Context: an optimization exercise on an open-source flow, tuned for small area, a short achievable clock period and few clock cycles per item. The choices shown serve that exercise and are no tape-out recipe.
RTL that was checked went through simulation tests only; none was proved equivalent to the original. The flow treats the clock pin as an ideal source, which a real chip does not have.

Setup of v50:
==> flow/design.v (excerpt) <==
module grad_stream (
    input  wire       clk,
    input  wire       rst,
    input  wire       in_valid,
    output wire       in_ready,
    input  wire       in_sof,
    input  wire [6:0] in_width,
    input  wire [1:0] in_preset,
    input  wire [7:0] in_pix,
    output reg        out_valid,
    input  wire       out_ready,
    output reg  [7:0] out_mag
);
Settings: LEC_CHECK=0, CAP_MARGIN=20, CORE_MARGIN=2, CORE_UTILIZATION=40, SLEW_MARGIN=20; clock period 30.0 ns.
standard.sh (not shown) runs the stock make flow with config.mk's settings and CLKGATE_MAP_FILE= SYNTH_SCRIPT=/design/flow/synth_recipe.tcl, a recipe that flattens the netlist after the stock synthesis.
==> flow/flow/run.sh <==
#!/bin/bash
# Layout: the standard flow, with two changes to how the layout is made:
#  - the port buffers are sky130_fd_sc_hd__buf_2 (buffer_ports otherwise
#    picks a slow delay cell), and every port still gets its buffer;
#  - repair_timing is asked for a large setup margin, so that it sizes and
#    buffers the paths towards the shortest period instead of stopping at
#    the 30 ns clock; the clock, its period and the I/O constraints are
#    the standard flow's own, unchanged.
# Each tool's output goes to a log of its own in this folder.
set -uo pipefail
export BUFFER_PORTS_ARGS="-buffer_cell sky130_fd_sc_hd__buf_2"
export SETUP_SLACK_MARGIN="${FLOW_SETUP_MARGIN:-22.5}"
bash standard.sh > standard.log 2>&1
st=$?
cp -r orfs/logs flow_logs 2>/dev/null || true
exit $st
v50 ended with every stage complete and zero timing, DRC or antenna violations.
Relative to v50, the following input files were edited for v16:
==> flow/run.sh (new file) <==
#!/bin/bash
# synth_recipe.tcl (not shown) runs the flow's synth.tcl, then flattens the netlist and writes it again
# the make line also repeats each setting of config.mk as NAME=value (left out here)
make -C /OpenROAD-flow-scripts/flow DESIGN_CONFIG=/design/flow/config.mk WORK_HOME=/design/flow/orfs CLKGATE_MAP_FILE= SYNTH_SCRIPT=/design/flow/synth_recipe.tcl finish
removed: flow/flow/run.sh
removed: flow/standard.sh
==> notes.md <==
v16 against v50: average wire per cell in the routed design now larger; stage delay of the slowest cell on the critical path climbed 0.11 ns; final-layout clock-cell area share level; share of the clock period used by the worst path after layout climbed 1.1 points.
### v16 -> v23
Settings: CTS_BUF_LIST now sky130_fd_sc_hd__clkbuf_4 sky130_fd_sc_hd__clkbuf_8, previously not set.
## What came out
- v23 went all the way through the flow, and no timing, DRC or antenna check failed.
- v23 does worse than v16 on minimum period implied by the final worst setup slack.
- Comparing v16 with v23, the utilization came out essentially unchanged.
- Between v16 and v23, the final-stage net count is lower for v16.
- Against v16, v23 comes in about 2% higher on first-pass GRT wire length.
- Compared with v16, in v23 routed wire length +1.5 mm, cell area roughly the same, share of cell area taken by flip-flops and latches held steady.
Function was not checked in any run of this note: the RTL went through the layout flow alone.

* * *

grad_stream, a different RTL version from the one above (not shown whole).
For scale: roughly 2700 cells after synthesis, about 32 I/O pins.
export LEC_CHECK = 0
export ABC_AREA = 1
export CAP_MARGIN = 20
export CORE_MARGIN = 2
export CORE_UTILIZATION = 65
export SLEW_MARGIN = 20
create_clock -name core_clock -period 30.0 [get_ports {clk}]
==> flow/flow/run.sh <==
#!/bin/bash
# Layout: the standard flow (standard.sh), with these changes to how the
# layout is made:
#  - the port buffers are sky130_fd_sc_hd__buf_2 (buffer_ports otherwise
#    picks a slow delay cell); every port still gets its buffer;
#  - repair_timing is asked for a large setup margin, so that it sizes the
#    paths towards a short period instead of stopping at the 30 ns clock;
#    the clock, its period and the I/O constraints are the standard flow's, unchanged.
# standard.sh's output is kept in standard.log and the tools' own logs are
# copied to flow_logs/.
set -uo pipefail
export BUFFER_PORTS_ARGS="-buffer_cell sky130_fd_sc_hd__buf_2"
# no setup margin
export CTS_ARGS="-sink_clustering_enable -repair_clock_nets -sink_clustering_size 30 -sink_clustering_max_diameter 120 -dont_use_dummy_load -buf_list {sky130_fd_sc_hd__clkbuf_8 sky130_fd_sc_hd__clkbuf_16}"
bash standard.sh > standard.log 2>&1
st=$?
cp -r orfs/logs flow_logs 2>/dev/null || true
exit $st
Testbench counts at the start, summed over its fixed seeds: cycles 48,038, items 48,000.
Rerun with:
--- a/flow/flow/run.sh
+++ b/flow/flow/run.sh
@@ -13,3 +13,3 @@
 # no setup margin
-export CTS_ARGS="-sink_clustering_enable -repair_clock_nets -sink_clustering_size 30 -sink_clustering_max_diameter 120 -dont_use_dummy_load -buf_list {sky130_fd_sc_hd__clkbuf_8 sky130_fd_sc_hd__clkbuf_16}"
+export CTS_ARGS="-sink_clustering_enable -repair_clock_nets -sink_clustering_size 30 -sink_clustering_max_diameter 120 -dont_use_dummy_load -sink_clustering_levels 1 -buf_list {sky130_fd_sc_hd__clkbuf_8 sky130_fd_sc_hd__clkbuf_16}"
 bash standard.sh > standard.log 2>&1
What happened: The changed run finished with timing, DRC and antenna clean. Count of clock-buffer cells in the layout is unchanged. Worst hold slack stays the same. Area after synthesis stays the same. Register-to-register slack is about the same.
Rerun with:
--- a/flow/flow/run.sh
+++ b/flow/flow/run.sh
@@ -12,4 +12,4 @@
 export BUFFER_PORTS_ARGS="-buffer_cell sky130_fd_sc_hd__buf_2"
-# no setup margin
-export CTS_ARGS="-sink_clustering_enable -repair_clock_nets -sink_clustering_size 30 -sink_clustering_max_diameter 120 -dont_use_dummy_load -sink_clustering_levels 1 -buf_list {sky130_fd_sc_hd__clkbuf_8 sky130_fd_sc_hd__clkbuf_16}"
+export SETUP_SLACK_MARGIN=22.5
+export CTS_ARGS="-sink_clustering_enable -repair_clock_nets -sink_clustering_size 25 -sink_clustering_max_diameter 100 -dont_use_dummy_load -buf_list {sky130_fd_sc_hd__clkbuf_8 sky130_fd_sc_hd__clkbuf_16}"
 bash standard.sh > standard.log 2>&1
Die area stays the same.
Critical path depth stays the same.
Wire length came out higher by 2.3%.
Final cell count stays flat.
Rerun with:
--- a/flow/flow/run.sh
+++ b/flow/flow/run.sh
@@ -12,4 +12,4 @@
 export BUFFER_PORTS_ARGS="-buffer_cell sky130_fd_sc_hd__buf_2"
-export SETUP_SLACK_MARGIN=22.5
-export CTS_ARGS="-sink_clustering_enable -repair_clock_nets -sink_clustering_size 25 -sink_clustering_max_diameter 100 -dont_use_dummy_load -buf_list {sky130_fd_sc_hd__clkbuf_8 sky130_fd_sc_hd__clkbuf_16}"
+# no setup margin
+export CTS_ARGS="-sink_clustering_enable -repair_clock_nets -sink_clustering_size 30 -sink_clustering_max_diameter 120 -dont_use_dummy_load -distance_between_buffers 1000 -buf_list {sky130_fd_sc_hd__clkbuf_8 sky130_fd_sc_hd__clkbuf_16}"
 bash standard.sh > standard.log 2>&1
Result:
- The changed run completed with no timing, DRC or antenna violations
- final area is lower by about 0.47%
- via count is lower by about 1.3%
- fmax stays flat
- hold slack improved by 57 ps
- count of clock-buffer cells in the layout is lower by 8
- die area does not change
- setup slack hardly moves
Rerun with:
==> flow/flow/run.sh (replaced) <==
#!/bin/bash
# Layout: the standard flow (standard.sh, which runs the standard
# synthesis unchanged), with two changes to how the layout is made:
#  - the port buffers are sky130_fd_sc_hd__buf_2 (buffer_ports otherwise
#    picks a slow delay cell); every input and output port still gets one;
#  - clock tree synthesis clusters up to 30 sinks per leaf buffer, uses
#    clkbuf_8/clkbuf_16 and no dummy loads, which needs far fewer clock
#    buffers; the tree stays balanced (no skew is added on purpose).
# The clock, its period and the I/O constraints are the standard flow's, unchanged.
# standard.sh's output is kept in standard.log and the tools' own logs are
# copied to flow_logs/.
set -uo pipefail
export BUFFER_PORTS_ARGS="-buffer_cell sky130_fd_sc_hd__buf_2"
export CTS_ARGS="-sink_clustering_enable -repair_clock_nets -sink_clustering_size 30 -sink_clustering_max_diameter 120 -dont_use_dummy_load -buf_list {sky130_fd_sc_hd__clkbuf_8 sky130_fd_sc_hd__clkbuf_16}"
bash standard.sh > standard.log 2>&1
st=$?
cp -r orfs/logs flow_logs 2>/dev/null || true
exit $st
After rerunning: The changed run ran to the end with no violations; routed wire length stays the same; count of clock-buffer cells in the layout is unchanged; area after synthesis is unchanged; global-route usage does not change; final area is unchanged; first-iteration DRC count is unchanged; die area is unchanged; core utilization does not change.
Rerun with:
==> flow/flow/run.sh (replaced) <==
#!/bin/bash
# Layout: the standard flow (standard.sh), with these changes to how the
# layout is made:
#  - the port buffers are sky130_fd_sc_hd__buf_2 (buffer_ports otherwise
#    picks a slow delay cell); every port still gets its buffer;
#  - repair_timing is asked for a large setup margin, so that it sizes the
#    paths towards a short period instead of stopping at the 30 ns clock;
#    the clock, its period and the I/O constraints are the standard flow's, unchanged.
# standard.sh's output is kept in standard.log and the tools' own logs are
# copied to flow_logs/.
set -uo pipefail
export BUFFER_PORTS_ARGS="-buffer_cell sky130_fd_sc_hd__buf_2"
export SETUP_SLACK_MARGIN=22.5
export CTS_ARGS="-sink_clustering_enable -repair_clock_nets -sink_clustering_size 30 -sink_clustering_max_diameter 120 -dont_use_dummy_load -buf_list {sky130_fd_sc_hd__clkbuf_8 sky130_fd_sc_hd__clkbuf_16}"
bash standard.sh > standard.log 2>&1
st=$?
cp -r orfs/logs flow_logs 2>/dev/null || true
exit $st
The new run finished with timing, DRC and antenna clean.
Fmax barely changes.
Cell area barely changes.
Non-clock buffer count falls by 1.
Via count came out higher by 0.71%.

separate check: timing with driven ports:
In the flow no input, the clock included, has a driving cell. The finished layouts below were timed again as built, in two steps. Step 1 sets driving cells, clkbuf_16 on the clock port and buf_2 on the other inputs (assumed; they add their load-dependent delay and slew). Step 2 also shifts input and output timing later by t, the mid clock arrival at the registers, as if the neighbouring blocks saw the same clock. Three values: ideal ports, drivers, drivers and shift; two values: the first two.
run | t, ns | setup WS [ns] | hold WS [ns] | latest minus earliest clock arrival (ns)
v50 | 0.764 | 22.630 / 22.559 / 22.651 | 0.319 / 0.319 / 0.319 | 0.064 / 0.064
v16 | 0.770 | 22.295 / 22.221 / 22.190 | 0.325 / 0.325 / 0.325 | 0.059 / 0.059
v23 | 0.889 | 22.190 / 22.123 / 22.181 | 0.318 / 0.318 / 0.318 | 0.059 / 0.059
the first run of note 2 | 0.659 | 22.862 / 22.798 / 22.612 | 0.338 / 0.338 / 0.338 | 0.072 / 0.072
the second run of note 2 | 0.659 | 22.862 / 22.798 / 22.612 | 0.338 / 0.338 / 0.338 | 0.072 / 0.072
the third run of note 2 | 0.674 | 22.859 / 22.795 / 22.662 | 0.282 / 0.282 / 0.282 | 0.090 / 0.090
the fourth run of note 2 | 0.659 | 22.862 / 22.798 / 22.612 | 0.338 / 0.338 / 0.338 | 0.072 / 0.072
the fifth run of note 2 | 0.659 | 22.862 / 22.798 / 22.612 | 0.338 / 0.338 / 0.338 | 0.072 / 0.072
the sixth run of note 2 | 0.667 | 22.860 / 22.795 / 22.650 | 0.279 / 0.279 / 0.279 | 0.093 / 0.093
After both steps every run listed still meets setup and hold.
